Context: an optimization exercise on an open-source flow, tuned for small area, a short achievable clock period and few clock cycles per item. The choices shown serve that exercise and are no tape-out recipe. In this exercise RTL edits were held to simulation tests only and were not proved equivalent to the original. No activity file was given, so power comes from the tool's default toggle rates.

willow:
==> flow/design.v <==
module escb_rx (
    input  wire        clk,
    input  wire        rst,
    input  wire        mode,            
    input  wire [31:0] dm_start_min,
    input  wire [31:0] dm_start_max,
    input  wire [31:0] dm_short_min,
    input  wire [31:0] dm_short_max,
    input  wire [31:0] dm_long_min,
    input  wire [31:0] dm_long_max,
    input  wire [31:0] dm_end_min,
    input  wire [15:0] pwk_avg,
    input  wire [3:0]  pwk_mult,
    input  wire        pwk_g4,
    input  wire        pwk_inv,
    input  wire [1:0]  pwk_pos,
    input  wire [15:0] q_min_len,
    input  wire [15:0] q_max_len,
    input  wire [31:0] q_min_gap,
    input  wire [31:0] q_max_gap,
    input  wire        in_valid,
    output wire        in_ready,
    input  wire [31:0] in_dur,
    input  wire        in_last,
    output reg         bit_valid,
    output reg         bit_data,
    output reg         res_valid,
    output reg  [1:0]  res_err,
    output reg  [15:0] res_info,
    output reg  [15:0] res_nbits,
    output reg  [1:0]  res_kind,
    output reg  [7:0]  res_xor,
    output wire [4:0]  res_chk,
    output wire        res_qok,
    output reg  [1:0]  res_qwhy
);
    localparam ERR_NONE   = 2'd0;
    localparam ERR_MALF   = 2'd1;
    localparam ERR_STRUCT = 2'd2;
    localparam ERR_CONFIG = 2'd3;
    localparam DM_START  = 2'd0;    
    localparam DM_SYM    = 2'd1;    
    localparam DM_SECOND = 2'd2;    
    localparam DM_DONE   = 2'd3;    
    function ge32;
        input [31:0] x;
        input [31:0] z;
        reg [31:0] g, p;
        reg [15:0] G1, P1;
        reg [3:0]  G2, P2;
        integer i;
        begin
            g = x & ~z;
            p = x | ~z;
            for (i = 0; i < 16; i = i + 1) begin
                G1[i] = g[2*i+1] | (p[2*i+1] & g[2*i]);
                P1[i] = p[2*i+1] & p[2*i];
            end
            for (i = 0; i < 4; i = i + 1) begin
                G2[i] = G1[4*i+3] | (P1[4*i+3] & G1[4*i+2]) |
                        (P1[4*i+3] & P1[4*i+2] & G1[4*i+1]) |
                        (P1[4*i+3] & P1[4*i+2] & P1[4*i+1] & G1[4*i]);
                P2[i] = P1[4*i+3] & P1[4*i+2] & P1[4*i+1] & P1[4*i];
            end
            ge32 = G2[3] | (P2[3] & G2[2]) | (P2[3] & P2[2] & G2[1]) |
                   (P2[3] & P2[2] & P2[1] & (G2[0] | P2[0]));
        end
    endfunction
    function inw32;
        input [31:0] v;
        input [31:0] lo;
        input [31:0] hi;
        begin
            inw32 = ge32(v, lo) & ge32(hi, v);
        end
    endfunction
    reg [4:0]  warm;        
    reg [2:0]  pss;         
    reg [3:0]  psc;         
    reg [14:0] psh;         
    wire       rdy = warm[4];
    assign in_ready = rdy;
    wire accept = in_valid & rdy;
    wire [15:0] wsel = 16'd1 << warm[3:0];
    wire        abit = |(pwk_avg & wsel);
    wire        pstart = (warm[3:0] == 4'd0);
    wire [3:0]  pa = pstart ? 4'd0 : {1'b0, pss};
    wire [3:0]  pb = pstart ? 4'd0 : psc;
    wire [3:0]  pc = abit ? pwk_mult : 4'd0;
    wire [3:0]  fs = pa ^ pb ^ pc;
    wire [3:0]  fc = (pa & pb) | (pa & pc) | (pb & pc);
    always @(posedge clk) begin
        if (rst || !in_valid)
            warm <= 5'd0;
        else if (!rdy)
            warm <= warm + 5'd1;
        if (!rdy) begin
            pss <= fs[3:1];
            psc <= fc;
            psh <= {fs[0], psh[14:1]};
        end
    end
    wire [3:0]  ptop = {1'b0, pss} + psc;    
    wire [18:0] thr = {ptop, psh};           
    reg        f0;          
    reg [15:0] num;         
    reg        v1;          
    reg        l1;          
    reg        c_sw;        
    reg        c_long, c_end;
    reg        c_pwk;       
    reg        c_gap;       
    wire [15:0] num_acc = f0 ? 16'd1 : num + 16'd1;    
    always @(posedge clk) begin
        if (rst) begin
            v1 <= 1'b0;
            f0 <= 1'b1;
        end else begin
            v1 <= accept;
            if (accept)
                f0 <= in_last;
        end
        if (accept)
            num <= num_acc;
        l1      <= in_last;
        c_sw    <= inw32(in_dur, f0 ? dm_start_min : dm_short_min,
                                 f0 ? dm_start_max : dm_short_max);
        c_long  <= inw32(in_dur, dm_long_min, dm_long_max);
        c_end   <= ge32(in_dur, dm_end_min);
        c_pwk   <= ~ge32({13'd0, thr}, in_dur);
        c_gap   <= inw32(in_dur, q_min_gap, q_max_gap);
    end
    reg [1:0]  dm_state;
    reg        pwk_pend0;   
    reg        pwk_pend1;   
    reg        s_mode, s_g4, s_inv;
    reg [1:0]  s_pos;
    always @(posedge clk) begin
        s_mode <= mode;
        s_g4   <= pwk_g4;
        s_inv  <= pwk_inv;
        s_pos  <= pwk_pos;
    end
    wire first = (dm_state == DM_START);
    wire c_start = c_sw;
    wire c_short = c_sw;
    reg        dm_emit;
    reg        dm_ebit;
    reg [1:0]  dm_nstate;
    reg        dm_fail;     
    reg        dm_term;     
    reg [1:0]  dm_nkind;
    always @(*) begin
        dm_emit   = 1'b0;
        dm_ebit   = 1'b0;
        dm_nstate = dm_state;
        dm_fail   = 1'b0;
        dm_term   = 1'b0;
        dm_nkind  = 2'd0;
        case (dm_state)
            DM_START: begin
                if (c_start) begin
                    dm_nstate = DM_SYM;
                end else begin
                    dm_nstate = DM_DONE;
                    dm_fail   = 1'b1;
                end
            end
            DM_SYM: begin
                if (c_end) begin
                    dm_nstate = DM_DONE;
                    dm_term   = 1'b1;
                    dm_nkind  = 2'd1;
                end else if (c_long) begin
                    dm_emit   = 1'b1;
                end else if (c_short) begin
                    if (l1) begin
                        dm_emit   = 1'b1;
                        dm_ebit   = 1'b1;
                        dm_nstate = DM_DONE;
                        dm_term   = 1'b1;
                        dm_nkind  = 2'd2;
                    end else begin
                        dm_nstate = DM_SECOND;
                    end
                end else begin
                    dm_nstate = DM_DONE;
                    dm_fail   = 1'b1;
                end
            end
            DM_SECOND: begin
                if (c_end) begin
                    dm_emit   = 1'b1;
                    dm_ebit   = 1'b1;
                    dm_nstate = DM_DONE;
                    dm_term   = 1'b1;
                    dm_nkind  = 2'd3;
                end else if (c_short) begin
                    dm_emit   = 1'b1;
                    dm_ebit   = 1'b1;
                    dm_nstate = DM_SYM;
                end else begin
                    dm_nstate = DM_DONE;
                    dm_fail   = 1'b1;
                end
            end
            default: ;
        endcase
    end
    wire       pwk_k1   = s_g4 ? (num[1:0] == 2'd2) : !num[0];             
    wire       pwk_kpos = s_g4 ? (num[1:0] == s_pos + 2'd1)
                                 : (num[0] != s_pos[0]);                   
    wire       pwk_gnz  = s_g4 ? (|num[15:3] | (num[2] & |num[1:0]))
                                 : (|num[15:2] | (num[1] & num[0]));         
    wire       pwk_gpar = s_g4 ? (num[2] ^ (num[1:0] == 2'd0))
                                 : (num[1] ^ !num[0]);                       
    wire       pwk_emit = pwk_k1 && pwk_gnz;
    wire       pwk_ebit = (pwk_gpar ? pwk_pend0 : pwk_pend1) ^ s_inv;
    wire       pwk_cfg_bad = !s_g4 && s_pos[1];
    wire       emit = s_mode ? pwk_emit : dm_emit;
    wire       c_len = inw32({16'd0, num}, {16'd0, q_min_len}, {16'd0, q_max_len});
    wire       ebit = s_mode ? pwk_ebit : dm_ebit;
    wire clr = v1 & first;    
    wire xe  = v1 & emit & ebit;
    always @(posedge clk) begin
        if (rst) begin
            dm_state  <= DM_START;
            bit_valid <= 1'b0;
            res_valid <= 1'b0;
        end else begin
            bit_valid <= v1 && emit;
            res_valid <= v1 && l1;
            if (v1)
                dm_state <= l1 ? DM_START : dm_nstate;
        end
    end
    always @(posedge clk) begin
        bit_data <= ebit;
        if (clr)
            res_nbits <= 16'd0;
        else if (v1 && emit)
            res_nbits <= res_nbits + 16'd1;
        res_xor <= clr ? 8'd0
                       : res_xor ^ ({8{xe}} & (8'h80 >> res_nbits[2:0]));
        if (v1) begin
            if (pwk_kpos && !pwk_gpar)
                pwk_pend0 <= c_pwk;
            if (pwk_kpos && pwk_gpar)
                pwk_pend1 <= c_pwk;
            if (s_mode) begin
                if (l1) begin
                    res_kind <= 2'd0;
                    if (pwk_cfg_bad) begin
                        res_err  <= ERR_CONFIG;
                        res_info <= 16'h0100;
                    end else begin
                        res_err  <= pwk_k1 ? ERR_NONE : ERR_STRUCT;
                        res_info <= num;
                    end
                end
            end else if (first) begin
                res_err  <= c_start ? ERR_NONE : ERR_MALF;
                res_info <= c_start ? num : 16'd0;
                res_kind <= 2'd0;
            end else if (dm_state != DM_DONE) begin
                if (dm_fail)
                    res_err <= ERR_MALF;
                else
                    res_info <= num;
                if (dm_term)
                    res_kind <= dm_nkind;
            end
            if (l1)
                res_qwhy <= !c_len ? 2'd1 : !c_gap ? 2'd2 : 2'd0;
        end
    end
    wire [3:0] nb = res_xor[7:4] ^ res_xor[3:0];
    assign res_chk = {^res_xor, nb[3] ^ nb[1], nb[3], nb[2] ^ nb[0], nb[0]};
    assign res_qok = (res_qwhy == 2'd0);
endmodule
==> flow/config.mk <==
export PLATFORM = sky130hd
export DESIGN_NAME = escb_rx
export DESIGN_NICKNAME = escb_rx
export VERILOG_FILES = /design/flow/design.v
export SDC_FILE = /design/flow/constraint.sdc
export NUM_CORES = 4
export LEC_CHECK = 0
export CAP_MARGIN = 20
export CORE_MARGIN = 2
export CORE_UTILIZATION = 40
export CTS_BUF_LIST = sky130_fd_sc_hd__clkbuf_8
export PLACE_DENSITY = 0.55
export SETUP_SLACK_MARGIN = 5
export SLEW_MARGIN = 20
==> flow/constraint.sdc <==
create_clock -name core_clock -period 8.0 [get_ports {clk}]
set_input_delay 1.6000 -clock core_clock [delete_from_list [all_inputs] [get_ports {clk}]]
set_output_delay 1.6000 -clock core_clock [all_outputs]
set_load 0.01 [all_outputs]
standard.sh (not shown) runs the stock make flow with config.mk's settings and CLKGATE_MAP_FILE= SYNTH_SCRIPT=/design/flow/synth_recipe.tcl, a recipe that flattens the netlist after the stock synthesis.
==> flow/flow/run.sh <==
#!/bin/bash
# Layout: the standard flow (standard.sh), with two changes:
#  - synthesis runs flow/synth.tcl, the standard synthesis script with a
#    different ABC mapping script (flow/abc.script); registers are untouched;
#  - every port is buffered by the smallest buffer (buf_1) instead of the
#    flow's default pick; the resizer upsizes the ones that need it.
# Each step's full log is in orfs/logs/; make's output is in synth.log and
# standard.log.
set -euo pipefail
here=$(pwd)
export BUFFER_PORTS_ARGS="-buffer_cell sky130_fd_sc_hd__buf_1"
# the make command of standard.sh, run for synthesis with our script
cmd=$(grep -m1 '^make -C ' standard.sh)
cmd=${cmd%\"\$\{@:-finish\}\"}
cmd=$(echo "$cmd" | sed -E "s#SYNTH_SCRIPT=[^ ]+#SYNTH_SCRIPT=$here/flow/synth.tcl#")
echo "$cmd synth" > synth.cmd
eval "$cmd synth" > synth.log 2>&1
bash standard.sh > standard.log 2>&1
==> flow/flow/abc.script <==
strash
dc2
dch
map -D 1200
==> flow/flow/synth.tcl <==
# The standard synthesis script (synth_recipe.tcl), except that ABC maps the
# combinational logic with the script in abc.script beside this file
# (structural choices, then the delay-targeted standard-cell mapper)
# instead of ORFS's abc_speed script. Flip-flop mapping and register names
# are unchanged.
proc synth {args} { yosys synth -nofsm -noshare {*}$args }
set my_abc_script [file join [file dirname [file normalize [info script]]] abc.script]
proc abc {args} {
  global my_abc_script
  set out {}
  set skip 0
  foreach a $args {
    if {$skip} { set skip 0; continue }
    if {$a eq "-script" || $a eq "-D"} { set skip 1; continue }
    lappend out $a
  }
  puts "abc with $my_abc_script"
  yosys abc -script $my_abc_script {*}$out
}
source $::env(SCRIPTS_DIR)/synth.tcl
# left out here: clear keep_hierarchy, flatten, clean up, hide names made inside functions, write 1_2_yosys.v
Per the final summary, willow finished and its layout is clean on timing, DRC and antenna.
Testbench counts of willow, summed over its fixed seeds: cycles 230,227, pulses 229,075.
The inputs of umber differ from those of willow as listed below.
- clearing CTS_BUF_LIST, which used to be sky130_fd_sc_hd__clkbuf_8
==> run summary <==
No stage failed in willow, and the final checks on the layout all came back clean.
umber finished all stages; the layout is clean.
umber vs. willow: post-placement cell count comparable; worst-case vdd ir drop climbed about 80%; clock share of power increased 5.2 points; critical path depth now larger.
diff inputs: umber => amber
- PLACE_DENSITY: 0.55 -> 0.6
- CTS_BUF_LIST: unset -> sky130_fd_sc_hd__clkbuf_8
Findings:
Diff umber -> amber | static leakage | down by a few percent
Routability congestion estimate was higher in the run labelled amber.
Compared with umber, amber shows a lower footprint of the multi-input gates.
Relative to umber, the combinational power measured on amber has decreased slightly.
| number of antenna violations at the first check in global routing | amber vs umber | 1 higher |
| shortest period the worst path allows | umber vs amber | ≈ equal |
amber: critical path depth 1 above umber
Relative area of non-clock buffer cells in the final design across amber and umber: no real change.
Going from umber to amber, the detailed route wirelength on metal2 was found to have gone down by 0.73%.
amber ended with less maximum single-stage delay on the critical path than umber.
Total power of amber is lower than that of umber.

[re-timing with driven ports]
Ports are ideal in the flow. The routed layouts listed here were re-timed in OpenROAD. Step 1: set_driving_cell puts a clkbuf_16 on clk and a buf_2 on each other input, an assumption about the parent block. Step 2 also shifts input and output timing later by t, the mid clock arrival at the registers, as if the neighbouring blocks saw the same clock. a / b / c = ideal ports / drivers / drivers and shift; a / b = the first two.
| run | t, ns | setup WS [ns] | worst setup path at the end |
|---|---|---|---|
| willow | 0.440 | 4.996 / 4.947 / 4.590 | input to register |
| umber | 0.412 | 5.009 / 5.002 / 4.606 | input to register |
| amber | 0.434 | 5.009 / 4.961 / 4.595 | input to register |
After both steps setup and hold are still met in every run listed. For amber, which loses most, drivers alone change the setup slack by -0.048 ns; drivers and shift together by -0.414 ns.
